Background: an optimization exercise with open tools, aiming at small area, a short achievable clock period and few clock cycles per item. Do not read the settings as production practice. In this exercise RTL edits were held to simulation tests only and were not proved equivalent to the original.

<file path="flow/design.v">
module mac_unit (
    input  wire        clk,
    input  wire        rst,          
    input  wire        cmd_valid,
    output wire        cmd_ready,
    input  wire [2:0]  cmd_op,
    input  wire [31:0] cmd_data,
    input  wire [1:0]  cmd_len,      
    input  wire [79:0] cmd_tag,      
    output reg         rsp_valid,
    output reg         rsp_ok,
    output wire [79:0] rsp_tag,
    output reg  [1:0]  mac_st,
    output reg  [3:0]  err
);
    localparam OP_KEY    = 3'd0;
    localparam OP_NEW    = 3'd1;
    localparam OP_UPDATE = 3'd2;
    localparam OP_FINAL  = 3'd3;
    localparam OP_VERIFY = 3'd4;
    localparam OP_ABORT  = 3'd5;
    localparam ST_NONE   = 2'd0;
    localparam ST_ACTIVE = 2'd1;
    localparam ST_FINAL  = 2'd2;
    localparam E_MISMATCH = 4'd4;
    localparam E_AFTERFIN = 4'd7;
    localparam E_ILLEGAL  = 4'd8;
    localparam E_SEQUENCE = 4'd9;
    localparam J_IPAD = 3'd0;    
    localparam J_MSG  = 3'd1;    
    localparam J_FINB = 3'd3;    
    localparam J_OPAD = 3'd4;    
    localparam J_OUT  = 3'd5;    
    localparam [255:0] H_INIT = {
        32'h6a09e667, 32'hbb67ae85, 32'h3c6ef372, 32'ha54ff53a,
        32'h510e527f, 32'h9b05688c, 32'h1f83d9ab, 32'h5be0cd19};
    localparam [255:0] H_ROT = {
        32'hbb67ae85, 32'h3c6ef372, 32'ha54ff53a, 32'h6a09e667,
        32'h9b05688c, 32'h1f83d9ab, 32'h5be0cd19, 32'h510e527f};
    function [31:0] kconst;
        input [5:0] n;
        begin
            case (n)
            6'd0:  kconst = 32'h428a2f98; 6'd1:  kconst = 32'h71374491;
            6'd2:  kconst = 32'hb5c0fbcf; 6'd3:  kconst = 32'he9b5dba5;
            6'd4:  kconst = 32'h3956c25b; 6'd5:  kconst = 32'h59f111f1;
            6'd6:  kconst = 32'h923f82a4; 6'd7:  kconst = 32'hab1c5ed5;
            6'd8:  kconst = 32'hd807aa98; 6'd9:  kconst = 32'h12835b01;
            6'd10: kconst = 32'h243185be; 6'd11: kconst = 32'h550c7dc3;
            6'd12: kconst = 32'h72be5d74; 6'd13: kconst = 32'h80deb1fe;
            6'd14: kconst = 32'h9bdc06a7; 6'd15: kconst = 32'hc19bf174;
            6'd16: kconst = 32'he49b69c1; 6'd17: kconst = 32'hefbe4786;
            6'd18: kconst = 32'h0fc19dc6; 6'd19: kconst = 32'h240ca1cc;
            6'd20: kconst = 32'h2de92c6f; 6'd21: kconst = 32'h4a7484aa;
            6'd22: kconst = 32'h5cb0a9dc; 6'd23: kconst = 32'h76f988da;
            6'd24: kconst = 32'h983e5152; 6'd25: kconst = 32'ha831c66d;
            6'd26: kconst = 32'hb00327c8; 6'd27: kconst = 32'hbf597fc7;
            6'd28: kconst = 32'hc6e00bf3; 6'd29: kconst = 32'hd5a79147;
            6'd30: kconst = 32'h06ca6351; 6'd31: kconst = 32'h14292967;
            6'd32: kconst = 32'h27b70a85; 6'd33: kconst = 32'h2e1b2138;
            6'd34: kconst = 32'h4d2c6dfc; 6'd35: kconst = 32'h53380d13;
            6'd36: kconst = 32'h650a7354; 6'd37: kconst = 32'h766a0abb;
            6'd38: kconst = 32'h81c2c92e; 6'd39: kconst = 32'h92722c85;
            6'd40: kconst = 32'ha2bfe8a1; 6'd41: kconst = 32'ha81a664b;
            6'd42: kconst = 32'hc24b8b70; 6'd43: kconst = 32'hc76c51a3;
            6'd44: kconst = 32'hd192e819; 6'd45: kconst = 32'hd6990624;
            6'd46: kconst = 32'hf40e3585; 6'd47: kconst = 32'h106aa070;
            6'd48: kconst = 32'h19a4c116; 6'd49: kconst = 32'h1e376c08;
            6'd50: kconst = 32'h2748774c; 6'd51: kconst = 32'h34b0bcb5;
            6'd52: kconst = 32'h391c0cb3; 6'd53: kconst = 32'h4ed8aa4a;
            6'd54: kconst = 32'h5b9cca4f; 6'd55: kconst = 32'h682e6ff3;
            6'd56: kconst = 32'h748f82ee; 6'd57: kconst = 32'h78a5636f;
            6'd58: kconst = 32'h84c87814; 6'd59: kconst = 32'h8cc70208;
            6'd60: kconst = 32'h90befffa; 6'd61: kconst = 32'ha4506ceb;
            6'd62: kconst = 32'hbef9a3f7; default: kconst = 32'hc67178f2;
            endcase
        end
    endfunction
    function [31:0] csa_s;
        input [31:0] x, y, z;
        csa_s = x ^ y ^ z;
    endfunction
    function [31:0] csa_c;
        input [31:0] x, y, z;
        csa_c = {((x[30:0] & y[30:0]) | (x[30:0] & z[30:0]) | (y[30:0] & z[30:0])), 1'b0};
    endfunction
    reg [383:0] keys;           
    reg [3:0]   key_cnt;        
    wire        keys_valid = (key_cnt == 4'd12);
    reg [3:0]   nb;             
    reg [2:0]   iv_cnt;         
    reg         ready;          
    reg         rsp_wait;       
    reg         is_verify;
    reg [79:0]  exp_tag;
    reg         tag_out;        
    reg [511:0] blk;            
    reg [4:0]   wc;             
    reg         blk_fin;        
    reg [23:0]  acc;            
    reg [1:0]   an;             
    reg [32:0]  msglen;         
    reg         pad_first;      
    reg         pad_fill;       
    reg         pad_len;        
    reg         start_ipad;     
    reg         lpend;          
    reg [2:0]   ljob;
    reg         run;            
    reg         addc;           
    reg         copyc;          
    reg         fin;            
    reg [6:0]   u;              
    reg [2:0]   job;
    reg [255:0] hs;             
    reg [31:0]  a, b, c, d, e, f, g, h;
    reg [31:0]  ts, tc;         
    reg [31:0]  kn;             
    reg [31:0]  x;              
    reg [31:0]  wn;             
    reg [31:0]  wq;             
    reg [31:0]  w [2:15];       
    integer i;
    assign cmd_ready = ready;
    assign rsp_tag   = tag_out ? hs[255:176] : 80'd0;
    wire accept = cmd_valid && ready;
    wire ok     = (err == 4'd0);
    wire c_abort = accept && cmd_op == OP_ABORT;
    wire c_live  = accept && cmd_op != OP_ABORT && ok;      
    wire c_key   = c_live && cmd_op == OP_KEY;
    wire c_new   = c_live && cmd_op == OP_NEW && keys_valid;
    wire c_upd   = c_live && cmd_op == OP_UPDATE && mac_st == ST_ACTIVE;
    wire c_fin   = c_live && (cmd_op == OP_FINAL || cmd_op == OP_VERIFY) && mac_st == ST_ACTIVE;
    wire c_rsp0  = accept && (cmd_op == OP_FINAL || cmd_op == OP_VERIFY) && !c_fin;
    wire [2:0] upd_n   = {1'b0, cmd_len} + 3'd1;
    reg  [55:0] pack;                                       
    always @(*) begin
        case (an)
        2'd0: pack = {cmd_data, 24'd0};
        2'd1: pack = {acc[23:16], cmd_data, 16'd0};
        2'd2: pack = {acc[23:8], cmd_data, 8'd0};
        default: pack = {acc, cmd_data};
        endcase
    end
    reg upd_mk;
    always @(*) begin
        case (an)
        2'd0: upd_mk = (cmd_len == 2'd3);
        2'd1: upd_mk = cmd_len[1];
        2'd2: upd_mk = (cmd_len != 2'd0);
        default: upd_mk = 1'b1;
        endcase
    end
    wire upd_word = c_upd && upd_mk;
    reg [31:0] pad_word;
    always @(*) begin
        case (an)
        2'd0: pad_word = 32'h80000000;
        2'd1: pad_word = {acc[23:16], 24'h800000};
        2'd2: pad_word = {acc[23:8], 16'h8000};
        default: pad_word = {acc, 8'h80};
        endcase
    end
    wire [63:0] bitlen  = {28'd0, msglen, 3'd0};
    wire blk_full = wc[4];
    wire iv_in    = (iv_cnt != 3'd0);
    wire pad_in   = !iv_in && !blk_full && !sel_blk_nx && (pad_first || pad_fill);
    wire blk_in   = upd_word || iv_in || pad_in;
    reg [31:0] in_word;
    always @(*) begin
        if (iv_in)               in_word = keys[383:352];
        else if (pad_first)      in_word = pad_word;
        else if (pad_fill)       in_word = (pad_len && wc == 5'd14) ? bitlen[63:32] :
                                           (pad_len && wc == 5'd15) ? bitlen[31:0] : 32'd0;
        else                     in_word = pack[55:24];
    end
    wire [31:0] S0  = {a[1:0], a[31:2]} ^ {a[12:0], a[31:13]} ^ {a[21:0], a[31:22]};
    wire [31:0] MJ  = (a & b) | (a & c) | (b & c);
    wire [31:0] e_s = csa_s(ts, tc, d);
    wire [31:0] e_c = csa_c(ts, tc, d);
    wire [31:0] e_new = e_s + e_c;
    wire [31:0] a_s1 = csa_s(ts, tc, MJ);
    wire [31:0] a_c1 = csa_c(ts, tc, MJ);
    wire [31:0] a_s2 = csa_s(a_s1, a_c1, S0);
    wire [31:0] a_c2 = csa_c(a_s1, a_c1, S0);
    wire [31:0] a_new = a_s2 + a_c2;
    wire [31:0] ws0 = {w[3][6:0], w[3][31:7]} ^ {w[3][17:0], w[3][31:18]} ^ (w[3] >> 3);
    wire [31:0] ws1 = {x[16:0], x[31:17]} ^ {x[18:0], x[31:19]} ^ (x >> 10);
    wire [31:0] w_s1 = csa_s(wq, ws0, ws1);
    wire [31:0] w_c1 = csa_c(wq, ws0, ws1);
    wire [31:0] w_calc = w_s1 + w_c1;
    wire [31:0] ff_a = hs[159:128] + a;
    wire [31:0] ff_e = hs[31:0] + e;
    wire [255:0] chain = {ff_a, hs[255:160], ff_e, hs[127:32]};
    wire [255:0] ld_st = chain;
    wire [31:0] ph    = g;
    wire [31:0] p_s1  = csa_s(ph, kn, x);
    wire [31:0] p_c1  = csa_c(ph, kn, x);
    wire [31:0] hk_nx = p_s1 + p_c1;
    wire [31:0] ne    = lpend ? ld_st[127:96] : e_new;
    wire [31:0] nf    = lpend ? ld_st[95:64]  : e;
    wire [31:0] ng    = lpend ? ld_st[63:32]  : f;
    wire [31:0] S1  = {ne[5:0], ne[31:6]} ^ {ne[10:0], ne[31:11]} ^ {ne[24:0], ne[31:25]};
    wire [31:0] CH  = (ne & nf) ^ (~ne & ng);
    wire [31:0] ts_nx = csa_s(hk_nx, S1, CH);
    wire [31:0] tc_nx = csa_c(hk_nx, S1, CH);
    wire last    = u[6];                          
    wire idle    = !run && !addc && !copyc && !lpend && !start_ipad;
    wire go_blk  = blk_full && ((run && last && (job == J_IPAD || job == J_MSG)) || idle);
    wire lpend_nx = start_ipad || copyc || (run && last && job == J_OPAD) || go_blk;
    wire [2:0] ljob_nx = start_ipad ? J_IPAD : copyc ? J_OPAD :
                         (run && last && job == J_OPAD) ? J_OUT : blk_fin ? J_FINB : J_MSG;
    wire run_nx  = !start_ipad && (lpend || (run && !last));
    wire [2:0] job_nx = lpend ? ljob : job;
    wire [6:0] u_nx  = lpend_nx ? 7'd0 : u + 7'd1;
    wire keyjob_nx = lpend_nx ? (ljob_nx == J_IPAD || ljob_nx == J_OPAD)
                              : (job_nx == J_IPAD || job_nx == J_OPAD);
    wire outjob_nx = lpend_nx ? (ljob_nx == J_OUT) : (job_nx == J_OUT);
    wire lo8_nx  = (u_nx[6:3] == 4'd0);
    wire lo16_nx = (u_nx[6:4] == 3'd0);
    wire sel_blk_nx = (lpend_nx || run_nx) && (outjob_nx ? lo8_nx : (!keyjob_nx && lo16_nx));
    wire sel_key_nx = (lpend_nx || run_nx) && keyjob_nx && lo8_nx;
    wire sel_wn_nx  = !lo16_nx;
    wire [31:0] xc_nx = keyjob_nx ? (((lpend_nx ? ljob_nx : job_nx) == J_IPAD) ? 32'h36363636 : 32'h5c5c5c5c) :
                        (outjob_nx && u_nx == 7'd8)  ? 32'h80000000 :
                        (outjob_nx && u_nx == 7'd15) ? 32'd768 : 32'd0;
    wire rsp_wait_nx = c_fin || (rsp_wait && !fin);
    wire [4:0] wc_nx = c_new ? 5'd0 : (lpend && ljob != J_IPAD && ljob != J_OPAD && ljob != J_OUT) ? 5'd0 :
                       blk_in ? wc + 5'd1 : wc;
    wire [31:0] x_nx = sel_wn_nx ? wn : sel_blk_nx ? blk[511:480] :
                       ((sel_key_nx ? keys[255:224] : 32'd0) ^ xc_nx);
    wire [3:0] nb_nx = c_new ? 4'd8 : (nb != 4'd0) ? nb - 4'd1 : 4'd0;
    always @(posedge clk) begin
        if (rst) begin
            ready      <= 1'b1;
            rsp_wait   <= 1'b0;
            key_cnt    <= 4'd0;
            mac_st     <= ST_NONE;
            err        <= 4'd0;
            rsp_valid  <= 1'b0;
            rsp_ok     <= 1'b0;
            tag_out    <= 1'b0;
            nb         <= 4'd0;
            iv_cnt     <= 3'd0;
            wc         <= 5'd0;
            pad_first  <= 1'b0;
            pad_fill   <= 1'b0;
            start_ipad <= 1'b0;
            lpend      <= 1'b0;
            run        <= 1'b0;
            addc       <= 1'b0;
            copyc      <= 1'b0;
            fin        <= 1'b0;
        end else begin
            rsp_valid <= 1'b0;
            rsp_ok    <= 1'b0;
            tag_out   <= 1'b0;
            if (c_abort) begin
                err     <= 4'd0;
                mac_st  <= ST_NONE;
                key_cnt <= 4'd0;
            end
            if (c_key) begin
                if (key_cnt != 4'd12)
                    key_cnt <= key_cnt + 4'd1;
                mac_st  <= ST_NONE;
            end
            if (c_live && cmd_op == OP_NEW) begin
                if (!keys_valid)
                    err <= E_SEQUENCE;
                else
                    mac_st <= ST_ACTIVE;
            end
            if (c_live && (cmd_op == OP_UPDATE || cmd_op == OP_FINAL || cmd_op == OP_VERIFY)) begin
                if (mac_st == ST_NONE)
                    err <= E_SEQUENCE;
                else if (mac_st == ST_FINAL)
                    err <= E_AFTERFIN;
            end
            if (c_live && cmd_op > OP_ABORT)
                err <= E_ILLEGAL;
            if (c_rsp0)
                rsp_valid <= 1'b1;
            nb <= nb_nx;
            if (c_new)
                iv_cnt <= 3'd4;
            else if (iv_in)
                iv_cnt <= iv_cnt - 3'd1;
            wc <= wc_nx;
            if (c_fin)
                pad_first <= 1'b1;
            if (pad_in && pad_first) begin
                pad_first <= 1'b0;
                pad_fill  <= 1'b1;
            end
            if (pad_in && pad_fill && wc == 5'd15 && pad_len)
                pad_fill  <= 1'b0;
            if (c_new) begin
                pad_first <= 1'b0;
                pad_fill  <= 1'b0;
            end
            start_ipad <= c_new;
            lpend   <= lpend_nx;
            run     <= run_nx;
            addc    <= run && last && job == J_OUT && !start_ipad;
            copyc   <= run && last && job == J_FINB && !start_ipad;
            fin     <= addc && !start_ipad;
            if (fin) begin
                rsp_valid <= 1'b1;
                if (is_verify) begin
                    if (hs[255:176] == exp_tag) begin
                        rsp_ok <= 1'b1;
                        mac_st <= ST_FINAL;
                    end else begin
                        err <= E_MISMATCH;
                    end
                end else begin
                    rsp_ok  <= 1'b1;
                    tag_out <= 1'b1;
                    mac_st  <= ST_FINAL;
                end
            end
            rsp_wait <= rsp_wait_nx;
            ready    <= !rsp_wait_nx && !wc_nx[4] && !(sel_blk_nx && u_nx[3:0] != 4'd15) &&
                        nb_nx == 4'd0;
        end
    end
    always @(posedge clk) begin
        if (c_key || iv_in)
            keys[383:256] <= {keys[351:256], c_key ? keys[255:224] : keys[383:352]};
        if (c_key || sel_key_nx)
            keys[255:0]   <= {keys[223:0], c_key ? cmd_data : keys[255:224]};
        if (c_fin) begin
            is_verify <= (cmd_op == OP_VERIFY);
            exp_tag   <= cmd_tag;
        end
        if (c_new) begin
            msglen <= 33'd80;
            an     <= 2'd0;
        end
        if (c_upd) begin
            msglen <= msglen + {30'd0, upd_n};
            an     <= an + cmd_len + 2'd1;
            acc    <= upd_mk ? pack[23:0] : pack[55:32];
        end
        if (pad_in && pad_first)
            pad_len <= (wc <= 5'd13) || (wc == 5'd15);
        if (pad_in && pad_fill && wc == 5'd15)
            pad_len <= 1'b1;
        if (blk_in && wc == 5'd15)
            blk_fin <= pad_fill && pad_len;
        if (blk_in || sel_blk_nx)
            blk <= {blk[479:0], in_word};
        if (copyc)
            blk[511:256] <= chain;
        if (lpend) begin
            {a, b, c, d, e, f, g, h} <= ld_st;
        end else begin
            h <= g;
            if (lpend_nx)
                g <= (start_ipad || copyc) ? H_ROT[63:32] : run ? hs[95:64] : hs[63:32];
            else
                g <= f;
            f <= e;
            d <= c;
            c <= b;
            b <= a;
            if (run) begin
                e <= e_new;
                a <= a_new;
            end
        end
        ts  <= ts_nx;
        tc  <= tc_nx;
        kn  <= kconst(u_nx[5:0]);
        wn  <= w_calc;
        wq  <= w[3] + w[12];
        for (i = 2; i < 15; i = i + 1)
            w[i] <= w[i+1];
        w[15] <= x;
        x   <= x_nx;
        u   <= u_nx;
        if (lpend)
            job <= ljob;
        if (lpend_nx)
            ljob <= ljob_nx;
        if (lpend || addc || (run && u >= 7'd62))
            hs <= chain;
        if (start_ipad || copyc) begin
            hs <= H_ROT;
            a  <= 32'd0;
            e  <= 32'd0;
        end
    end
endmodule
</file>
<file path="flow/flow/run.sh">
#!/bin/bash
set -euo pipefail
bash standard.sh SETUP_SLACK_MARGIN=6 finish > standard.log 2>&1
</file>
<file path="flow/standard.sh">
#!/bin/bash
# synth_recipe.tcl (not shown) runs the flow's synth.tcl, then flattens the netlist and writes it again
# the make line also repeats each setting of config.mk as NAME=value (left out here)
make -C /OpenROAD-flow-scripts/flow DESIGN_CONFIG=/design/flow/config.mk WORK_HOME=/design/flow/orfs CLKGATE_MAP_FILE= SYNTH_SCRIPT=/design/flow/synth_recipe.tcl "${@:-finish}"
</file>
<file path="flow/config.mk">
export PLATFORM = sky130hd
export DESIGN_NAME = mac_unit
export DESIGN_NICKNAME = mac_unit
export VERILOG_FILES = /design/flow/design.v
export SDC_FILE = /design/flow/constraint.sdc
export NUM_CORES = 4
export LEC_CHECK = 0
export CAP_MARGIN = 20
export CORE_MARGIN = 2
export CORE_UTILIZATION = 60
export CTS_CLUSTER_DIAMETER = 80
export CTS_CLUSTER_SIZE = 24
export PLACE_DENSITY = 0.75
export SETUP_SLACK_MARGIN = 5
export SLEW_MARGIN = 20
</file>
<file path="flow/constraint.sdc">
create_clock -name core_clock -period 10.0 [get_ports {clk}]
set_input_delay 2.0000 -clock core_clock [delete_from_list [all_inputs] [get_ports {clk}]]
set_output_delay 2.0000 -clock core_clock [all_outputs]
set_load 0.01 [all_outputs]
</file>
==> results of run 1 <==
final cells by class:
| type | count | area share [%] |
|---|---|---|
| Inverter | 172 | 0.6313 |
| Timing Repair Buffer | 511 | 4.990 |
| Tap cell | 2044 | 2.421 |
| Timing Repair inverter | 1 | 0.004738 |
| Clock buffer | 168 | 2.925 |
| Sequential cell | 2173 | 51.31 |
| Clock inverter | 37 | 0.5981 |
| Antenna cell | 16 | 0.03790 |
| Multi-Input combinational cell | 5134 | 37.08 |
registers in the layout (all words and copies together), names as in the netlist, 32 cells and up:
name,flops
d,32
wq,32
a,32
b,32
g,32
exp_tag,80
blk,512
x,32
hs,256
ts,32
c,32
e,32
f,32
msglen,33
w,416
wn,32
kn,32
keys,384
metal layers:
metal,global-route usage [%],share of wire (%),vias up
met5,0,0.037,-
met4,17.22,5.7,16
met2,51.26,42,3952
met1,52.75,41,31680
met3,8.664,12,712
li1,-,-,28440
Yosys cell counts (27+ instances only):
cell      count
buf_1        33
a31oi_1      56
a211oi_1    107
a21oi_1     517
inv_1       164
nor2b_1      45
o211ai_1     64
nand4_1      29
nand3_1     209
o21bai_1     27
dfxtp_1    1133
xnor2_1     395
mux2i_1      65
edfxtp_1   1040
clkbuf_1    330
o21ai_0     305
ha_1        247
and3_1       36
fa_1        191
o22ai_1      38
nor2_1      404
o31ai_1      29
o21a_1       47
a21o_1       86
maj3_1       30
a22oi_1      29
mux2_2      379
nand2_1    1043
and2_1      105
nor3_1       93
xor2_1      164
nand2b_1     33
metrics by stage:
| step | utilization [%] | hold slack [ns] | setup WS [ns] | cell area (um2) |
|---|---|---|---|---|
| after CTS | 67.49 | 0.3272 | 5.787 | 103600 |
| after global placement | 62.94 | 0.3096 | 3.968 | 96620 |
| after detailed placement | 62.95 | 0.3121 | 3.942 | 96640 |
| after floorplan | - | 0.3096 | 4.292 | 92650 |
| after global routing | 68.80 | 0.3338 | 5.581 | 105600 |
| final | 68.82 | 0.3265 | 5.645 | 105600 |
logic make-up after synthesis:
kind of cell               count (synthesis)
AOI/OAI and AO/OA                       1563
DFF                                     2173
and+or+nand+nor                         2090
buffers and inverters                    560
xor gates and xnor gates                 560
muxes                                    449
adders and majority gates                468
path summary, 6_finish.rpt:
| kind | startpoint | to | depth (start not counted) |
|---|---|---|---|
| worst max-delay path | ts[4] | ts[30] | 13 |
| worst min-delay path | w[13][20] | w[12][20] | 0 |
| worst max register to register | ts[4] | ts[30] | 13 |
| worst min register to register | w[13][20] | w[12][20] | 0 |
repair_timing:
action	4_1_cts	5_1_grt
buffers inserted	123	76
cloned	19	0
endpoints found under the setup margin	1004	547
pin swaps	146	149
resized for setup	548	255
==> flow_metrics.tcl, run 1 <==
set metrics [dict create \
    critPathMaxStageDelay_ns 0.58 \
    regArea_um2 54210 \
    critPathLaunchType "register" \
    grt_overflow_total 0 \
    timing.final.crit_share_pct 43.55 \
    drt_wl_total_mm 293.9 \
    cts_tree "yes" \
    synthXorXnorAreaFrac_pct 5.317 \
    cp.required_ns 10.72 \
    syn_area_per_cell_um2 11.76 \
    fin_cells 10260 \
    syn_inst 7863 \
    ant_nets 0 \
    synth_top_family_by_area "compound AO/OA/AOI/OAI gates" \
    cp_max_fo 4 \
    cts_root_buf "clkbuf_16" \
    first_iter_violations 8926 \
    synth_top_area_share_pct 33.76 \
    rows 144 \
    ys_ff_latch 2173 \
    initial_core_util_pct 60.26 \
    final_nets 8665 \
    slew_headroom_pct 10.94 \
    status "complete, no violations" \
    cp_top_family "compound AO/OA/AOI/OAI gates" \
    finalSetupTns_ns 0 \
    dieArea_um2 157300 \
    multi_input_area_um2 39170 \
    hpwl_mm 201.2 \
    yosysTopAreaCell "edfxtp_1" \
    grt_pass1_vias 59990 \
    avgViaCountPerCell 6.318 \
    ys_top_cells_by_area "edfxtp_1 (34%), dfxtp_1 (25%), mux2_2 (4.6%)" \
    drive_gt1_share_pct 17.30 \
    final_common_cell "edfxtp_1" \
    grt_max_degree 199 \
    period_needed_ns 4.355 \
    synthAdderAreaFrac_pct 7.799 \
    final_cell_mix "edfxtp_1 (1040), nand2_1 (1036), dfxtp_1 (988)" \
    placedCellCount 9817 \
    hold_class "reg2reg" \
    crit_chain "fa_2 > ha_4 > o21a_1 > a21oi_2 > a211oi_4 > o211ai_2 > a21boi_2 > a41oi_2 > o211ai_1 > a21oi_4 > a211oi_4 > mux2_4 > fa_2" \
    cp.arrival_ns 5.07 \
    synth_compound_area_share_pct 10.93 \
    synth.distinct_cells 112 \
    hold_viol_final 0 \
    max_cap_violations 0 \
    synth_mux_area_share_pct 5.412 \
    post-route-drc-count 0 \
    antenna_found_initial 21 \
    ys_seq_area_share_pct 58.28 \
    path_class "reg2reg" \
    async_reset_ff_share_pct 0 \
    clk_path_buf_depth 3 \
    n_fill_cell 10980 \
    die_w_um 396.6 \
    grt_pass1_wl_mm 415.5 \
    fmax_mhz 229.6 \
    cts.reportedPaths.clkPinSlew_ns 0.10 \
    track_usage_pct 36.29 \
    htree_levels 3 \
    clk_latency_ns 0.84 \
    cts_sinks 2173 \
    core_area_um2 153500 \
    cp_num_buf_inv 0 \
    synth-simple-area-share_pct 9.928 \
    yosysWarnings 2 \
    setup-violations-final 0 \
    worstSetupEndpointType "register" \
    first_pass_iters 8 \
    syn-cell-area_um2 92500 \
    cpMaxStageDelayCell "fa_2" \
    drv_slew 0 \
    gp_congestion 1.002 \
    hold_buffers 0 \
    rsz0062_at_grt "yes" \
    cts_buffers 114 \
    ioPinCount 209 \
    numPortBuffers 208 \
    r2r_slack_ns 5.64 \
    synth_fp_nets 8421 \
    num_vias 64800 \
    synth_edf_count 1040 \
    worst_slew_pin_slew_ns 1.336 \
    area_growth_pct 14.20 \
    synth-main-ff-cell "dfxtp_1" \
    skew_ns 0.06645 \
    wl_per_cell_um 28.66 \
    dieHeight_um 396.6 \
]
Testbench counts, summed over its fixed seeds: cycles 60,060, bytes 38,480.
==> run 2, diff against run 1 <==
--- a/flow/design.v
+++ b/flow/design.v
@@ -91,8 +91,6 @@
     reg [2:0]   iv_cnt;         
     reg         ready;          
     reg         rsp_wait;       
-    reg         is_verify;
-    reg [79:0]  exp_tag;
     reg         tag_out;        
     reg [511:0] blk;            
     reg [4:0]   wc;             
@@ -130,8 +128,12 @@
     wire c_key   = c_live && cmd_op == OP_KEY;
     wire c_new   = c_live && cmd_op == OP_NEW && keys_valid;
     wire c_upd   = c_live && cmd_op == OP_UPDATE && mac_st == ST_ACTIVE;
-    wire c_fin   = c_live && (cmd_op == OP_FINAL || cmd_op == OP_VERIFY) && mac_st == ST_ACTIVE;
-    wire c_rsp0  = accept && (cmd_op == OP_FINAL || cmd_op == OP_VERIFY) && !c_fin;
+    wire fin_op  = (cmd_op == OP_FINAL || cmd_op == OP_VERIFY);
+    wire fin_act = fin_op && ok && mac_st == ST_ACTIVE;
+    wire c_peek  = cmd_valid && !ready && fin_act && !rsp_wait;
+    wire c_take  = accept && fin_act;
+    wire c_rsp0  = accept && fin_op && !fin_act;
+    wire guard_nx = (c_new || (mac_st == ST_ACTIVE && ok)) && !c_abort && !c_key && !c_take;
     wire [2:0] upd_n   = {1'b0, cmd_len} + 3'd1;
     reg  [55:0] pack;                                       
     always @(*) begin
@@ -224,7 +226,7 @@
     wire [31:0] xc_nx = keyjob_nx ? (((lpend_nx ? ljob_nx : job_nx) == J_IPAD) ? 32'h36363636 : 32'h5c5c5c5c) :
                         (outjob_nx && u_nx == 7'd8)  ? 32'h80000000 :
                         (outjob_nx && u_nx == 7'd15) ? 32'd768 : 32'd0;
-    wire rsp_wait_nx = c_fin || (rsp_wait && !fin);
+    wire rsp_wait_nx = c_peek || (rsp_wait && !fin);
     wire [4:0] wc_nx = c_new ? 5'd0 : (lpend && ljob != J_IPAD && ljob != J_OPAD && ljob != J_OUT) ? 5'd0 :
                        blk_in ? wc + 5'd1 : wc;
     wire [31:0] x_nx = sel_wn_nx ? wn : sel_blk_nx ? blk[511:480] :
@@ -287,7 +289,7 @@
             else if (iv_in)
                 iv_cnt <= iv_cnt - 3'd1;
             wc <= wc_nx;
-            if (c_fin)
+            if (c_peek)
                 pad_first <= 1'b1;
             if (pad_in && pad_first) begin
                 pad_first <= 1'b0;
@@ -305,10 +307,10 @@
             addc    <= run && last && job == J_OUT && !start_ipad;
             copyc   <= run && last && job == J_FINB && !start_ipad;
             fin     <= addc && !start_ipad;
-            if (fin) begin
+            if (c_take) begin
                 rsp_valid <= 1'b1;
-                if (is_verify) begin
-                    if (hs[255:176] == exp_tag) begin
+                if (cmd_op == OP_VERIFY) begin
+                    if (hs[255:176] == cmd_tag) begin
                         rsp_ok <= 1'b1;
                         mac_st <= ST_FINAL;
                     end else begin
@@ -321,8 +323,8 @@
                 end
             end
             rsp_wait <= rsp_wait_nx;
-            ready    <= !rsp_wait_nx && !wc_nx[4] && !(sel_blk_nx && u_nx[3:0] != 4'd15) &&
-                        nb_nx == 4'd0;
+            ready    <= fin || (!rsp_wait_nx && !wc_nx[4] && !(sel_blk_nx && u_nx[3:0] != 4'd15) &&
+                        nb_nx == 4'd0 && (!guard_nx || (cmd_valid && !accept && !fin_op)));
         end
     end
     always @(posedge clk) begin
@@ -330,10 +332,6 @@
             keys[383:256] <= {keys[351:256], c_key ? keys[255:224] : keys[383:352]};
         if (c_key || sel_key_nx)
             keys[255:0]   <= {keys[223:0], c_key ? cmd_data : keys[255:224]};
-        if (c_fin) begin
-            is_verify <= (cmd_op == OP_VERIFY);
-            exp_tag   <= cmd_tag;
-        end
         if (c_new) begin
             msglen <= 33'd80;
             an     <= 2'd0;
==> flow/run.sh (new file) <==
#!/bin/bash
# synth_recipe.tcl (not shown) runs the flow's synth.tcl, then flattens the netlist and writes it again
# the make line also repeats each setting of config.mk as NAME=value (left out here)
make -C /OpenROAD-flow-scripts/flow DESIGN_CONFIG=/design/flow/config.mk WORK_HOME=/design/flow/orfs CLKGATE_MAP_FILE= SYNTH_SCRIPT=/design/flow/synth_recipe.tcl finish
removed: flow/flow/run.sh
removed: flow/standard.sh
==> run 2 against run 1 <==
- fmax fell by 12%
- clock skew shrank 0.019 ns
- die area decreased by 3.4%
- critical path depth rose by 1
- highest routed layer unchanged
==> flow_metrics.tcl, run 2 <==
set metrics [dict create \
    period_needed_ns 4.923 \
    regMostFlops "blk" \
    rows 141 \
    cp_max_fo 5 \
    grt_pass1_wl_mm 380.3 \
    numPortBuffers 208 \
    cts_buffers 107 \
    syn-cell-area_um2 89370 \
    worstSetupEndpointType "register" \
    cp-startpoint "e[0]" \
    syn_inst 7680 \
    largest_reg_flops 512 \
    hold_viol_final 0 \
    yosysTopAreaCell "edfxtp_1" \
    rsz0062_at_grt "yes" \
    worst_slew_pin_slew_ns 1.180 \
    first_iter_violations 7487 \
    antenna_found_initial 11 \
    ant_nets 0 \
    cts_sinks 2092 \
    async_reset_ff_share_pct 0 \
    hp-start "w[15][15]" \
    max_cap_violations 0 \
    initial_core_util_pct 60.45 \
    cp.arrival_ns 5.67 \
    gp_congestion 0.9818 \
    syn_area_per_cell_um2 11.64 \
    ys_seq_area_share_pct 57.60 \
    ys_ff_latch 2092 \
    path_class "reg2reg" \
    cts_root_buf "clkbuf_16" \
    htree_levels 3 \
    grt_pass1_vias 56470 \
    first_pass_iters 6 \
    synth_fp_nets 8238 \
    drv_slew 0 \
    hpwl_mm 189.8 \
    slew_headroom_pct 19.08 \
    num_vias 60520 \
    ioPinCount 209 \
    cp.required_ns 10.75 \
    timing.hold.ws_ns 0.3252 \
    yosysMostFrequentCell "dfxtp_1" \
    track_usage_pct 34.08 \
    final_common_cell "dfxtp_1" \
    critPathLaunchType "register" \
    die_w_um 389.9 \
    post-route-drc-count 0 \
    finalSetupTns_ns 0 \
    synth.distinct_cells 103 \
    final_nets 8270 \
    cts.reportedPaths.clkPinSlew_ns 0.10 \
    drive_gt1_share_pct 9.286 \
    final_cell_mix "dfxtp_1 (1126), nand2_1 (1011), edfxtp_1 (959)" \
    yosysWarnings 2 \
    skew_ns 0.04765 \
    area_growth_pct 8.613 \
    setup-violations-final 0 \
    reg_top3 "blk: 512 flops, w: 416 flops, keys: 384 flops" \
    grt_overflow_total 0 \
    drt_wl_total_mm 264.3 \
    core_area_um2 147800 \
    ys_top_cells_by_area "edfxtp_1 (32%), dfxtp_1 (25%), mux2_2 (4.8%)" \
    clk_path_buf_depth 3 \
    status "complete, no violations" \
    cts_tree "yes" \
    timing.final.crit_share_pct 49.23 \
    synth-main-ff-cell "dfxtp_1" \
    hold_class "reg2reg" \
    avgViaCountPerCell 6.224 \
    wl_per_cell_um 27.18 \
    ys_top_cells_by_count "dfxtp_1 (1133), nand2_1 (1013), edfxtp_1 (959)" \
    r2r_start "e[0]" \
    synth_top_area_share_pct 32.22 \
    fmax_mhz 203.1 \
    grt_max_degree 190 \
    dieArea_um2 152000 \
    dieHeight_um 389.9 \
    synth_edf_count 959 \
    clk_latency_ns 0.80 \
]
[run 2: cell types whose count changed in the layout (fill, tap and decap cells not counted), moves of 38 or more]
cell	change
dfxtp_2	-97
edfxtp_1	-81
dlygate4sd2_1	-77
xnor2_1	+105
buf_6	-38
a21oi_1	+39
dfxtp_4	-41
clkdlybuf4s50_1	+83
dfxtp_1	+138
buf_4	-124
[run 2: area by class of cell]
type,count,area (um2)
Antenna cell,8,20.02
Clock buffer,146,2855
Clock inverter,37,528.0
Fill cell,11070,50770
Inverter,155,594.3
Multi-Input combinational cell,5050,36150
Sequential cell,2092,51500
Tap cell,1930,2415
Timing Repair Buffer,305,2998
Timing Repair inverter,1,5.005
[run 2: per-layer routing]
layer / global-route usage [%] / part of all wire, % / vias to the layer above
met2: 50.59 / 44 / 3075
met5: 0 / 0.018 / -
met1: 47.45 / 40 / 29640
met4: 19.22 / 6.6 / 6
met3: 6.124 / 9.2 / 609
li1: - / - / 27190
[run 2: cells by family (layout without fill, tap and decap cells)]
group | Yosys count | count (layout) | synth area share [%]
adder cells (fa/ha/maj) | 468 | 468 | 8.073
multiplexers | 455 | 455 | 5.672
other | 0 | 8 | 0
flip-flops | 2092 | 2092 | 57.60
AO/OA/AOI/OAI | 1510 | 1510 | 10.60
buffers and inverters | 541 | 644 | 2.323
AND/OR/NAND/NOR | 2032 | 2035 | 10.01
XOR/XNOR | 582 | 582 | 5.721
[run 2: critical path, stage by stage, from the launching register on]
cell and delay, ns:
dfxtp_1 0.34, ha_1 0.23, fa_1 0.46, a211oi_2 0.25, o21ai_1 0.16, o31a_1 0.40, a31o_4 0.32, a31oi_1 0.49
o21ai_1 0.21, or3_1 0.34, a31oi_1 0.20, xnor2_1 0.18, mux2i_4 0.42, mux2_4 0.36, fa_1 0.53
[run 2: final timing paths]
check	endpoint	slack (ns)	cells past startpoint
worst max-delay path	ts[30]	5.08	14
worst min-delay path	w[14][15]	0.33	0
worst max register to register	ts[30]	5.08	14
worst min register to register	w[14][15]	0.33	0
[run 2: what timing repair did]
item                                    CTS  global route
buffers inserted                          2            11
hold buffers                              0             0
pin swaps                                 2             8
endpoints found under the setup margin  475           700
gates cloned                              1             4
resized for setup                        15            34
hold endpoints to repair                  0             0
[run 2: metrics by stage]
step / setup slack (ns) / cells / util, % / instance area [um2]
floorplan: 4.333 / 7680 / - / 89460
global placement: 3.874 / 9514 / 63.07 / 93250
detailed placement: 3.781 / 9514 / 63.08 / 93250
CTS: 4.896 / 9700 / 65.42 / 96720
global route: 4.876 / 9716 / 65.64 / 97040
finish: 5.077 / 9724 / 65.66 / 97060
Testbench counts of run 2, summed over its fixed seeds: cycles 60,478, bytes 38,480.
==> run 3, diff against run 2 <==
==> flow/flow/run.sh (new file) <==
#!/bin/bash
set -euo pipefail
bash standard.sh SETUP_SLACK_MARGIN=6 finish > standard.log 2>&1
==> flow/standard.sh (new file) <==
#!/bin/bash
# synth_recipe.tcl (not shown) runs the flow's synth.tcl, then flattens the netlist and writes it again
# the make line also repeats each setting of config.mk as NAME=value (left out here)
make -C /OpenROAD-flow-scripts/flow DESIGN_CONFIG=/design/flow/config.mk WORK_HOME=/design/flow/orfs CLKGATE_MAP_FILE= SYNTH_SCRIPT=/design/flow/synth_recipe.tcl "${@:-finish}"
--- a/flow/config.mk
+++ b/flow/config.mk
@@ -5,7 +5,7 @@
 export SDC_FILE = /design/flow/constraint.sdc
 export NUM_CORES = 4
 export LEC_CHECK = 0
-export CAP_MARGIN = 20
+export CAP_MARGIN = 30
 export CORE_MARGIN = 2
 export CORE_UTILIZATION = 60
 export CTS_CLUSTER_DIAMETER = 80
removed: flow/run.sh
==> run 3 against run 2 <==
- still clean
- highest routed layer unchanged
- sequential cell count is the same
- synthesized area is the same
- critical path depth up 4
- cell count up 2.1%
- first-iteration DRC count rose by 2.6%
- via count rose by 2.3%
==> flow_metrics.tcl, run 3 <==
set metrics [dict create \
    drt_wl_total_mm 279.2 \
    area_growth_pct 13.90 \
    status "complete, no violations" \
    hold_viol_final 0 \
    synth_top_area_share_pct 32.22 \
    yosysTopAreaCell "edfxtp_1" \
    grt_pass1_vias 58220 \
    dieArea_um2 152000 \
    synth.distinct_cells 103 \
    dieHeight_um 389.9 \
    core_area_um2 147800 \
    synth_fp_nets 8238 \
    htree_levels 3 \
    synth-main-ff-cell "dfxtp_1" \
    num_vias 61900 \
    drive_gt1_share_pct 16.84 \
    grt_max_degree 159 \
    post-route-drc-count 0 \
    yosysWarnings 2 \
    final_cell_mix "dfxtp_1 (1025), nand2_1 (1004), edfxtp_1 (959)" \
    cp_max_fo 2 \
    ys_top_cells_by_area "edfxtp_1 (32%), dfxtp_1 (25%), mux2_2 (4.8%)" \
    grt_pass1_wl_mm 397.8 \
    ioPinCount 209 \
    path_class "reg2reg" \
    cp.required_ns 10.66 \
    setup-violations-final 0 \
    hold_class "reg2reg" \
    antenna_found_initial 17 \
    hp-start "w[13][19]" \
    skew_ns 0.06724 \
    rows 141 \
    yosysMostFrequentCell "dfxtp_1" \
    grt_overflow_total 0 \
    ys_seq_area_share_pct 57.60 \
    regMostFlops "blk" \
    period_needed_ns 4.520 \
    finalSetupTns_ns 0 \
    syn_area_per_cell_um2 11.64 \
    clk_latency_ns 0.80 \
    cp.arrival_ns 5.18 \
    final_nets 8461 \
    initial_core_util_pct 60.45 \
    fin_ws_ns 5.480 \
    first_iter_violations 7678 \
    timing.final.crit_share_pct 45.20 \
    reg_top3 "blk: 512 flops, w: 416 flops, keys: 384 flops" \
    drv_slew 0 \
    timing.hold.ws_ns 0.3125 \
    place_ws_ns 3.552 \
    worst_slew_pin_slew_ns 1.198 \
    die_w_um 389.9 \
    placed_area_um2 93350 \
    cts_buffers 108 \
    final_common_cell "dfxtp_1" \
    synth_edf_count 959 \
    async_reset_ff_share_pct 0 \
    slew_headroom_pct 19.29 \
    first_pass_iters 8 \
    worstSetupEndpointType "register" \
    syn-cell-area_um2 89370 \
    cts.reportedPaths.clkPinSlew_ns 0.09 \
    ys_ff_latch 2092 \
    ys_top_cells_by_count "dfxtp_1 (1133), nand2_1 (1013), edfxtp_1 (959)" \
    cts_tree "yes" \
    numPortBuffers 208 \
    wl_per_cell_um 28.13 \
    hpwl_mm 194.1 \
    clk_path_buf_depth 3 \
    cp-startpoint "a[3]" \
    gp_congestion 0.9662 \
    rsz0062_at_grt "yes" \
    syn_inst 7680 \
    largest_reg_flops 512 \
    fmax_mhz 221.2 \
    max_cap_violations 0 \
    final_area_um2 101800 \
    cts_root_buf "clkbuf_16" \
    track_usage_pct 35.76 \
    critPathLaunchType "register" \
    cts_sinks 2092 \
    r2r_start "a[3]" \
    avgViaCountPerCell 6.237 \
    ant_nets 0 \
]
## run 3: cell types whose count changed in the layout (fill, tap and decap cells not counted), sizes merged, moves of 3 or more
cell           before  now
dlygate4sd2         0   41
clkbuf            147  207
clkdlybuf4s50     208  125
or2                11   14
buf                96  268
## run 3: metal layers
metal	global-route usage, %	vias to the layer above	wire (um)
met5	0	-	43
met4	16.70	8	15540
met3	6.272	564	27250
met2	53.67	3209	123800
met1	50.80	30510	112500
li1	-	27610	-
## run 3: final timing paths
kind	to	depth (start not counted)	slack, ns
setup / recovery	a[19]	18	5.48
hold reg to reg	w[12][19]	0	0.31
setup reg to reg	a[19]	18	5.48
hold / removal	w[12][19]	0	0.31
## run 3: timing repair
item / 4_1_cts / 5_1_grt
setup buffers: 118 / 57
cloned: 21 / 4
endpoints found under the setup margin: 1217 / 887
pin swaps: 177 / 131
gates resized for setup: 551 / 297
hold buffers: 0 / 0
## run 3: cells by family after synthesis
kind of cell    share of synthesized area (%)
buf+inv                                 2.323
compound gates                          10.60
xor+xnor                                5.721
mux                                     5.672
fa+ha+maj                               8.073
simple gates                            10.01
flops                                   57.60
## run 3: cell type report
| cell class | instances | area [um2] |
|---|---|---|
| antenna | 9 | 22.52 |
| inverter | 155 | 605.6 |
| sequential | 2092 | 51690 |
| timing repair inverter | 1 | 5.005 |
| multi-input combinational | 5060 | 38690 |
| timing repair buffer | 485 | 4888 |
| clock buffer | 160 | 2950 |
| tap | 1930 | 2415 |
| fill | 10590 | 46050 |
| clock inverter | 33 | 519.2 |
## run 3: metrics by stage
stage,utilization [%],cells
global placement,63.08,9510
finish,68.85,9925
detailed placement,63.15,9516
floorplan,-,7680
CTS,67.83,9848
global route,68.83,9916
## run 3: critical path: stages, from the launching register on
cell	delay (ns)
dfxtp_2	0.32
buf_6	0.11
maj3_2	0.34
fa_1	0.48
fa_1	0.56
ha_4	0.22
nor2b_4	0.13
o2111ai_2	0.21
nand4_1	0.27
a41o_1	0.31
a41oi_4	0.30
buf_6	0.14
buf_6	0.10
buf_4	0.13
nand2b_4	0.05
a21oi_2	0.15
xnor2_1	0.14
nand2_1	0.12
a221oi_2	0.29
==> run 4, diff against run 3 <==
--- a/flow/config.mk
+++ b/flow/config.mk
@@ -5,6 +5,7 @@
 export SDC_FILE = /design/flow/constraint.sdc
 export NUM_CORES = 4
 export LEC_CHECK = 0
+export ABC_AREA = 1
 export CAP_MARGIN = 30
 export CORE_MARGIN = 2
 export CORE_UTILIZATION = 60
==> run 4 against run 3 <==
- count of clock-buffer cells in the layout increased by 1
- utilization shrank 2.0 points
- register-to-register slack improved by 0.39 ns
- sequential cell count unchanged
- largest cell class unchanged
- hold slack gained 0.0057 ns
- die area is 2.1% higher
- highest routed layer unchanged
- first-iteration DRC count up 41%
- global-route usage increased by 5.7 points
==> flow_metrics.tcl, run 4 <==
set metrics [dict create \
    status "complete, no violations" \
    synth-main-ff-cell "dfxtp_1" \
    syn-cell-area_um2 91290 \
    final_area_um2 101300 \
    final_common_cell "nand2_1" \
    hold_buffers 0 \
    critPathLaunchType "register" \
    gp_congestion 1.059 \
    async_reset_ff_share_pct 0 \
    clk_latency_ns 0.81 \
    grt_pass1_wl_mm 468.3 \
    hpwl_mm 240.6 \
    max_cap_violations 0 \
    antenna_found_initial 21 \
    first_iter_violations 10840 \
    synth_fp_nets 10000 \
    cp_max_fo 69 \
    first_pass_iters 7 \
    cts_buffers 112 \
    largest_reg_flops 512 \
    hold_viol_final 0 \
    placed_area_um2 95230 \
    final_cell_mix "nand2_1 (2072), dfxtp_1 (1089), inv_1 (967)" \
    drv_slew 0 \
    ant_nets 0 \
    dieHeight_um 394.1 \
    timing.hold.ws_ns 0.3181 \
    post-route-drc-count 0 \
    crit_top_cell "buf_4" \
    ys_ff_latch 2092 \
    core_area_um2 151500 \
    rows 143 \
    numPortBuffers 208 \
    slew_headroom_pct 25.37 \
    grt_pass1_vias 68170 \
    grt_overflow_total 0 \
    setup-violations-final 0 \
    ys_top_cells_by_count "nand2_1 (2126), dfxtp_1 (1133), inv_1 (997)" \
    htree_levels 3 \
    reg_top3 "blk: 512 flops, w: 416 flops, keys: 384 flops" \
    ys_top_cells_by_area "edfxtp_1 (32%), dfxtp_1 (25%), nand2_1 (8.7%)" \
    synth_edf_count 959 \
    avgViaCountPerCell 6.190 \
    regMostFlops "blk" \
    track_usage_pct 41.48 \
    cts_root_buf "clkbuf_16" \
    cpMaxStageDelayCell "clkinvlp_2" \
    rsz0062_at_grt "yes" \
    hold_class "reg2reg" \
    skew_ns 0.05576 \
    cts_sinks 2092 \
    dieArea_um2 155300 \
    cp_num_buf_inv 5 \
    grt_max_degree 172 \
    timing.final.crit_share_pct 41.31 \
    yosysMostFrequentCell "nand2_1" \
    final_nets 10130 \
    syn_area_per_cell_um2 9.669 \
    yosysTopAreaCell "edfxtp_1" \
    num_vias 72460 \
    yosysWarnings 2 \
    period_needed_ns 4.131 \
    worstSetupEndpointType "register" \
    fin_ws_ns 5.869 \
    clk_path_buf_depth 3 \
    crit_chain "nor2_4 > buf_6 > inv_2 > buf_4 > buf_4 > nor2_2 > clkinvlp_2 > o22ai_1" \
    critPathMaxStageDelay_ns 0.77 \
    wl_per_cell_um 28.27 \
    syn_inst 9442 \
    place_ws_ns 3.803 \
    worst_slew_pin_slew_ns 1.108 \
    cts.reportedPaths.clkPinSlew_ns 0.11 \
    cp.required_ns 10.70 \
    cp.arrival_ns 4.83 \
    fmax_mhz 242.1 \
    ys_seq_area_share_pct 56.39 \
    cp_top_family "buffers and inverters" \
    n_fill_cell 11670 \
    initial_core_util_pct 60.24 \
    synth.distinct_cells 64 \
    die_w_um 394.1 \
    synth_top_area_share_pct 31.54 \
    finalSetupTns_ns 0 \
    drt_wl_total_mm 330.9 \
    cts_tree "yes" \
    path_class "reg2reg" \
    drive_gt1_share_pct 7.318 \
    ioPinCount 209 \
    area_growth_pct 10.96 \
]
-- run 4: changes by cell type in the layout (fill, tap and decap cells not counted), moves of 99 or more --
cell / delta
nor2_1: +99
xnor2_1: -185
nand3_1: +100
mux2_2: -372
inv_1: +825
o21ai_0: +513
xor2_1: +107
nand2_1: +1068
-- run 4: stage by stage --
step | utilization (%) | std cells
6_report | 66.85 | 11710
5_1_grt | 66.82 | 11690
4_1_cts | 66.20 | 11670
3_5_place_dp | 62.84 | 11410
3_3_place_gp | 62.81 | 11400
2_1_floorplan | - | 9442
-- run 4: worst register-to-register path, stage by stage, from the launching register on --
cell and delay (ns):
dfxtp_4 0.47, nor2_4 0.25, buf_6 0.53, inv_2 0.46
buf_4 0.40, buf_4 0.38, nor2_2 0.41, clkinvlp_2 0.78
o22ai_1 0.36
-- run 4: per-layer routing --
metal	up-vias	wire [um]	track usage, %
met5	-	115	0
met4	18	28280	27.13
met3	1101	36650	8.536
met2	4998	143800	62.96
met1	34480	122000	54.23
li1	31860	-	-
-- run 4: area by class of cell --
| cell class | count | area, um2 | share of cell area (%) |
|---|---|---|---|
| flip-flops and latches | 2092 | 51570 | 50.91 |
| clock inverters | 39 | 651.9 | 0.6435 |
| multi-input cells | 5994 | 35800 | 35.34 |
| repair inverters | 1 | 5.005 | 0.004940 |
| diodes | 15 | 37.54 | 0.03705 |
| inverters | 1020 | 3875 | 3.825 |
| repair buffers | 354 | 3767 | 3.719 |
| clock buffers | 161 | 3059 | 3.020 |
| well taps | 2030 | 2540 | 2.507 |
-- run 4: final timing paths --
| path | endpoint | slack (ns) | startpoint | depth (start not counted) |
|---|---|---|---|---|
| setup / recovery | e[2] | 5.87 | copyc | 8 |
| hold / removal | w[5][2] | 0.32 | w[6][2] | 0 |
| setup reg to reg | e[2] | 5.87 | copyc | 8 |
| hold reg to reg | w[5][2] | 0.32 | w[6][2] | 0 |
-- run 4: timing repair --
action	4_1_cts	5_1_grt
endpoints found under the setup margin	1198	916
cloned	21	5
resized for setup	328	318
pin swaps	14	20
setup buffers	40	15
-- run 4: cell families after synthesis --
kind of cell               Yosys count  share of synthesized area (%)
and+or+nand+nor                   3209                          14.33
buffers and inverters             1365                          5.715
DFF                               2092                          56.39
AOI/OAI and AO/OA                 1897                          11.76
adders and majority gates          438                          7.573
xor gates and xnor gates           441                          4.231
==> run 5, diff against run 4 <==
==> flow/config.mk (replaced) <==
export PLATFORM = sky130hd
export DESIGN_NAME = mac_unit
export DESIGN_NICKNAME = mac_unit
export VERILOG_FILES = /design/flow/design.v
export SDC_FILE = /design/flow/constraint.sdc
export NUM_CORES = 4
export LEC_CHECK = 0
export CAP_MARGIN = 30
export CORE_MARGIN = 2
export CORE_UTILIZATION = 60
export CTS_CLUSTER_DIAMETER = 90
export CTS_CLUSTER_SIZE = 27
export PLACE_DENSITY = 0.75
export SETUP_SLACK_MARGIN = 5
export SLEW_MARGIN = 20
==> run 5 against run 4 <==
- still clean on timing, DRC and antenna
- fmax is 7.6% lower
- count of clock-buffer cells in the layout fell by 20
- clock skew increased by 0.00068 ns
- worst setup slack worse by 0.34 ns
- cell count fell by 16%
- global-route usage fell by 5.6 points
- wire length shrank 16%
- sequential share of layout area up 0.33 points
- critical path depth increased by 8
==> flow_metrics.tcl, run 5 <==
set metrics [dict create \
    cts_tree "yes" \
    cp.required_ns 10.69 \
    numPortBuffers 208 \
    first_iter_violations 8280 \
    ys_ff_latch 2092 \
    worstSetupEndpointType "register" \
    regArea_um2 51710 \
    cp_max_fo 3 \
    status "complete, no violations" \
    clk_latency_ns 0.79 \
    dieArea_um2 152000 \
    cts_root_buf "clkbuf_16" \
    placed_area_um2 93350 \
    rows 141 \
    critPathLaunchType "register" \
    cts_buffers 93 \
    syn_inst 7680 \
    multi_input_area_um2 38500 \
    synth-main-ff-cell "dfxtp_1" \
    final_area_um2 100900 \
    timing.final.crit_share_pct 44.72 \
    regMostFlops "blk" \
    cts_sinks 2092 \
    grt_max_degree 159 \
    avgViaCountPerCell 6.245 \
    drv_slew 0 \
    fin_cells 9887 \
    cts.reportedPaths.clkPinSlew_ns 0.11 \
    drt_wl_total_mm 279.1 \
    hpwl_mm 194.1 \
    clk_path_buf_depth 3 \
    synth.distinct_cells 103 \
    timing.hold.ws_ns 0.3232 \
    dieHeight_um 389.9 \
    final_nets 8438 \
    track_usage_pct 35.84 \
    final_cell_mix "dfxtp_1 (1022), nand2_1 (1004), edfxtp_1 (959)" \
    syn_area_per_cell_um2 11.64 \
    placedCellCount 9516 \
    post-route-util_pct 68.26 \
    htree_levels 3 \
    finalSetupTns_ns 0 \
    syn-cell-area_um2 89370 \
    hold_class "reg2reg" \
    initial_core_util_pct 60.45 \
    final_common_cell "dfxtp_1" \
    die_w_um 389.9 \
    post-route-drc-count 0 \
    ioPinCount 209 \
    grt_pass1_wl_mm 398.3 \
    ys_top_cells_by_count "dfxtp_1 (1133), nand2_1 (1013), edfxtp_1 (959)" \
    n_fill_cell 10740 \
    antenna_found_initial 14 \
    rsz0062_at_grt "yes" \
    setup-violations-final 0 \
    synth_top_area_share_pct 32.22 \
    ys_top_cells_by_area "edfxtp_1 (32%), dfxtp_1 (25%), mux2_2 (4.8%)" \
    yosysMostFrequentCell "dfxtp_1" \
    cp.arrival_ns 5.17 \
    gp_congestion 0.9662 \
    drive_gt1_share_pct 16.52 \
    core_area_um2 147800 \
    max_cap_violations 0 \
    grt_pass1_vias 57940 \
    async_reset_ff_share_pct 0 \
    worst_slew_pin_slew_ns 1.129 \
    ys_seq_area_share_pct 57.60 \
    synth_fp_nets 8238 \
    grt_overflow_total 0 \
    slew_headroom_pct 23.96 \
    largest_reg_flops 512 \
    first_pass_iters 12 \
    ant_nets 0 \
    yosysWarnings 2 \
    synth_edf_count 959 \
    skew_ns 0.05644 \
    wl_per_cell_um 28.23 \
    path_class "reg2reg" \
    fin_ws_ns 5.528 \
    place_ws_ns 3.552 \
    hold_viol_final 0 \
    fmax_mhz 223.6 \
    period_needed_ns 4.472 \
    area_growth_pct 12.93 \
    yosysTopAreaCell "edfxtp_1" \
    num_vias 61740 \
    reg_top3 "blk: 512 flops, w: 416 flops, keys: 384 flops" \
]
[run 5: cell types whose count changed in the layout (fill, tap and decap cells not counted), sizes merged, moves of 86 or more]
| cell | before | now |
|---|---|---|
| xnor2 | 193 | 440 |
| a21o | 24 | 114 |
| and2 | 2 | 95 |
| o21ai | 868 | 325 |
| inv | 1035 | 162 |
| xor2 | 248 | 141 |
| o211ai | 138 | 52 |
| buf | 155 | 261 |
| nand2 | 2141 | 1016 |
| nor2 | 510 | 393 |
| nand3 | 335 | 218 |
| mux2 | 0 | 383 |
[run 5: routing by layer]
layer  track usage, %  vias up  share of wire, %
met5                0        -             0.020
li1                 -    27530                 -
met4            16.40       10               5.7
met1            51.19    30390                40
met3            6.103      572               9.9
met2            53.79     3242                44
[run 5: worst paths after layout]
path             from       end  slack, ns  cells after the start
max              a[2]     a[31]       5.53                     16
min          w[7][14]  w[6][14]       0.32                      0
max reg2reg      a[2]     a[31]       5.53                     16
min reg2reg  w[7][14]  w[6][14]       0.32                      0
[run 5: final cells by class]
cell class	count	area share, %
diodes	9	0.02232
clock buffers	141	2.568
clock inverters	22	0.3682
inverters	155	0.6001
multi-input cells	5060	38.15
flip-flops and latches	2092	51.24
well taps	1930	2.393
repair buffers	477	4.654
repair inverters	1	0.004959
[run 5: cell families (layout without fill, tap and decap cells)]
logic type	count (synthesis)	count (layout)	share of synthesized area [%]
muxes	455	455	5.672
other	0	9	0
AOI/OAI and AO/OA	1510	1510	10.60
DFF	2092	2092	57.60
xor gates and xnor gates	582	582	5.721
and+or+nand+nor	2032	2045	10.01
adders and majority gates	468	468	8.073
buffers and inverters	541	796	2.323
[run 5: what timing repair did]
item / 4_1_cts / 5_1_grt
hold buffers: 0 / 0
resized for setup: 481 / 350
endpoints found under the setup margin: 1215 / 968
buffers inserted: 93 / 76
cloned: 20 / 3
pin swaps: 130 / 142
[run 5: critical path: stages, from the launching register on]
cell	delay, ns
dfxtp_4	0.37
maj3_2	0.35
fa_1	0.55
fa_1	0.54
inv_2	0.05
fa_2	0.41
nor2b_4	0.16
o2111ai_2	0.15
nand4_1	0.25
a41o_1	0.30
a41oi_4	0.17
o31ai_4	0.28
a211oi_2	0.12
nor2_1	0.17
o21a_1	0.18
o2111ai_2	0.13
a221oi_2	0.24
==> run 6, diff against run 5 <==
--- a/flow/config.mk
+++ b/flow/config.mk
@@ -5,6 +5,7 @@
 export SDC_FILE = /design/flow/constraint.sdc
 export NUM_CORES = 4
 export LEC_CHECK = 0
+export ABC_AREA = 1
 export CAP_MARGIN = 30
 export CORE_MARGIN = 2
 export CORE_UTILIZATION = 60
==> run 6 against run 5 <==
- highest routed layer unchanged
- still clean on timing, DRC and antenna
- clock skew shrank 0.010 ns
- global-route usage grew 5.5 points
- hold slack lost 0.00082 ns
- via count grew 17%
- non-clock buffer count shrank 113
- critical endpoint is now mac_st[0]
==> flow_metrics.tcl, run 6 <==
set metrics [dict create \
    status "complete, no violations" \
    final_nets 10130 \
    clk_path_buf_depth 3 \
    finalSetupTns_ns 0 \
    fin_ws_ns 5.892 \
    grt_pass1_wl_mm 467.4 \
    numPortBuffers 208 \
    ys_ff_latch 2092 \
    synth_fp_nets 10000 \
    regMostFlops "blk" \
    ys_seq_area_share_pct 56.39 \
    timing.hold.ws_ns 0.3223 \
    reg2reg_depth 8 \
    ioPinCount 209 \
    r2r_slack_ns 5.98 \
    antenna_found_initial 19 \
    dieHeight_um 394.1 \
    gp_congestion 1.059 \
    cts_tree "yes" \
    synth-main-ff-cell "dfxtp_1" \
    worst_slew_pin_slew_ns 1.199 \
    syn_inst 9442 \
    hold_class "reg2reg" \
    max_cap_violations 0 \
    avgViaCountPerCell 6.172 \
    final_cell_mix "nand2_1 (2074), dfxtp_1 (1090), inv_1 (980)" \
    hold_buffers 0 \
    final_common_cell "nand2_1" \
    syn_area_per_cell_um2 9.669 \
    initial_core_util_pct 60.24 \
    skew_ns 0.04628 \
    core_area_um2 151500 \
    cpMaxStageDelayCell "nor4_1" \
    first_iter_violations 11180 \
    timing.final.crit_share_pct 41.08 \
    hold_viol_final 0 \
    clk_latency_ns 0.79 \
    fin_cells 11670 \
    die_w_um 394.1 \
    reg_top3 "blk: 512 flops, w: 416 flops, keys: 384 flops" \
    placedCellCount 11410 \
    post-route-drc-count 0 \
    ys_top_cells_by_area "edfxtp_1 (32%), dfxtp_1 (25%), nand2_1 (8.7%)" \
    rows 143 \
    crit_chain "clkdlybuf4s50_1 > xnor2_1 > o21ai_0 > nor4_1 > nand3_1 > nor2_1 > nand3b_1 > nand2_1 > nand2_1 > o21a_1" \
    critPathMaxStageDelay_ns 0.70 \
    synth_edf_count 959 \
    rr_endpoint "e[31]" \
    drive_gt1_share_pct 6.793 \
    drt_wl_total_mm 330.2 \
    synth.distinct_cells 64 \
    hpwl_mm 240.6 \
    cp.required_ns 10.68 \
    yosysMostFrequentCell "nand2_1" \
    largest_reg_flops 512 \
    cts.reportedPaths.clkPinSlew_ns 0.11 \
    cp-startpoint "cmd_tag[60]" \
    num_vias 72030 \
    setup-violations-final 0 \
    yosysWarnings 2 \
    cts_root_buf "clkbuf_16" \
    track_usage_pct 41.39 \
    worstSetupEndpointType "register" \
    rsz0062_at_grt "yes" \
    syn-cell-area_um2 91290 \
    fmax_mhz 243.4 \
    async_reset_ff_share_pct 0 \
    wl_per_cell_um 28.30 \
    htree_levels 3 \
    critPathLaunchType "input port" \
    crit_end "mac_st[0]" \
    r2r_start "copyc" \
    drv_slew 0 \
    grt_pass1_vias 67880 \
    ant_nets 0 \
    cts_sinks 2092 \
    cp_max_fo 4 \
    dieArea_um2 155300 \
    period_needed_ns 4.108 \
    cts_buffers 96 \
    first_pass_iters 8 \
    yosysTopAreaCell "edfxtp_1" \
    area_growth_pct 10.28 \
    slew_headroom_pct 19.67 \
    cp.arrival_ns 4.79 \
    grt_max_degree 172 \
    synth_top_area_share_pct 31.54 \
    ys_top_cells_by_count "nand2_1 (2126), dfxtp_1 (1133), inv_1 (997)" \
    grt_overflow_total 0 \
    crit_top_cell "nand2_1" \
    place_ws_ns 3.803 \
    path_class "in2reg" \
]
[run 6: timing repair]
action                     4_1_cts  5_1_grt
buffers inserted                40       24
gates resized for setup        320      272
gates cloned                    24        4
pin swaps                       13       30
setup endpoints to repair     1194      813
[run 6: through the flow]
stage	area (um2)	util (%)
floorplan	91380	-
global placement	95180	62.81
detailed placement	95230	62.84
CTS	99740	65.82
global route	100600	66.41
finish	100700	66.44
[run 6: kinds of logic (layout without fill, tap and decap cells)]
kind of cell / Yosys count / in the layout / synth area share [%]
buffers and inverters: 1365 / 1539 / 5.715
other: 0 / 14 / 0
adder cells (fa/ha/maj): 438 / 438 / 7.573
AND/OR/NAND/NOR: 3209 / 3220 / 14.33
flip-flops: 2092 / 2092 / 56.39
XOR/XNOR: 441 / 441 / 4.231
AO/OA/AOI/OAI: 1897 / 1897 / 11.76
[run 6: metal layers]
layer  vias up  wire length (um)  global-route usage (%)
li1      31770                 -                       -
met1     34270            122000                   54.43
met2      4885            143800                   62.42
met3      1088             36710                   8.007
met4        18             27610                   27.96
met5         -               140                       0
[run 6: worst min-delay path by stage]
stage / from / endpoint / slack (ns) / depth (start not counted)
floorplan: w[11][0] / w[10][0] / 0.31 / 0
global placement: w[7][1] / w[6][1] / 0.31 / 0
detailed placement: w[4][12] / w[3][12] / 0.31 / 0
CTS: w[13][20] / w[12][20] / 0.33 / 0
global route: w[10][12] / w[9][12] / 0.33 / 0
finish: w[6][17] / w[5][17] / 0.32 / 0
[run 6: critical path: cells and delay by family]
kind | cells | cell delay (ns)
and+or+nand+nor | 6 | 1.95
AOI/OAI and AO/OA | 2 | 0.22
buffers and inverters | 1 | 0.48
xor gates and xnor gates | 1 | 0.12
[run 6: layout make-up]
type | instances | area, um2
sequential | 2092 | 51570
fill | 11740 | 50870
multi-input combinational | 5996 | 35740
inverter | 1020 | 3875
timing repair buffer | 364 | 3870
clock buffer | 130 | 2595
tap | 2030 | 2540
clock inverter | 25 | 459.2
antenna | 14 | 35.03

port drivers added, routing unchanged:
In the flow no input, the clock included, has a driving cell. The finished layouts below were timed again as built, in two steps.
Step 1 (the two cells are an assumption about what drives the block):
set clk [get_ports {clk}]
set_driving_cell -lib_cell sky130_fd_sc_hd__clkbuf_16 $clk
set_driving_cell -lib_cell sky130_fd_sc_hd__buf_2 [delete_from_list [all_inputs] $clk]
Step 2 also shifts input and output timing later by t, the mid clock arrival at the registers, as if the neighbouring blocks saw the same clock.
Slacks: ideal / step 1 / step 2; pairs: ideal / step 1.
run | t (ns) | slack for setup (ns) | worst setup path after step 2
run 1 | 0.891 | 5.645 / 5.645 / 5.233 | input to register
run 2 | 0.863 | 5.077 / 5.077 / 4.412 | input to register
run 3 | 0.853 | 5.480 / 5.480 / 5.206 | input to register
run 4 | 0.873 | 5.869 / 5.800 / 5.247 | input to register
run 5 | 0.843 | 5.528 / 5.528 / 5.232 | input to register
run 6 | 0.854 | 5.892 / 5.836 / 5.083 | input to register
After both steps setup and hold are still met in every run listed. The setup slack of run 6, which loses most, moves by -0.056 ns with the drivers and by -0.809 ns with both steps.
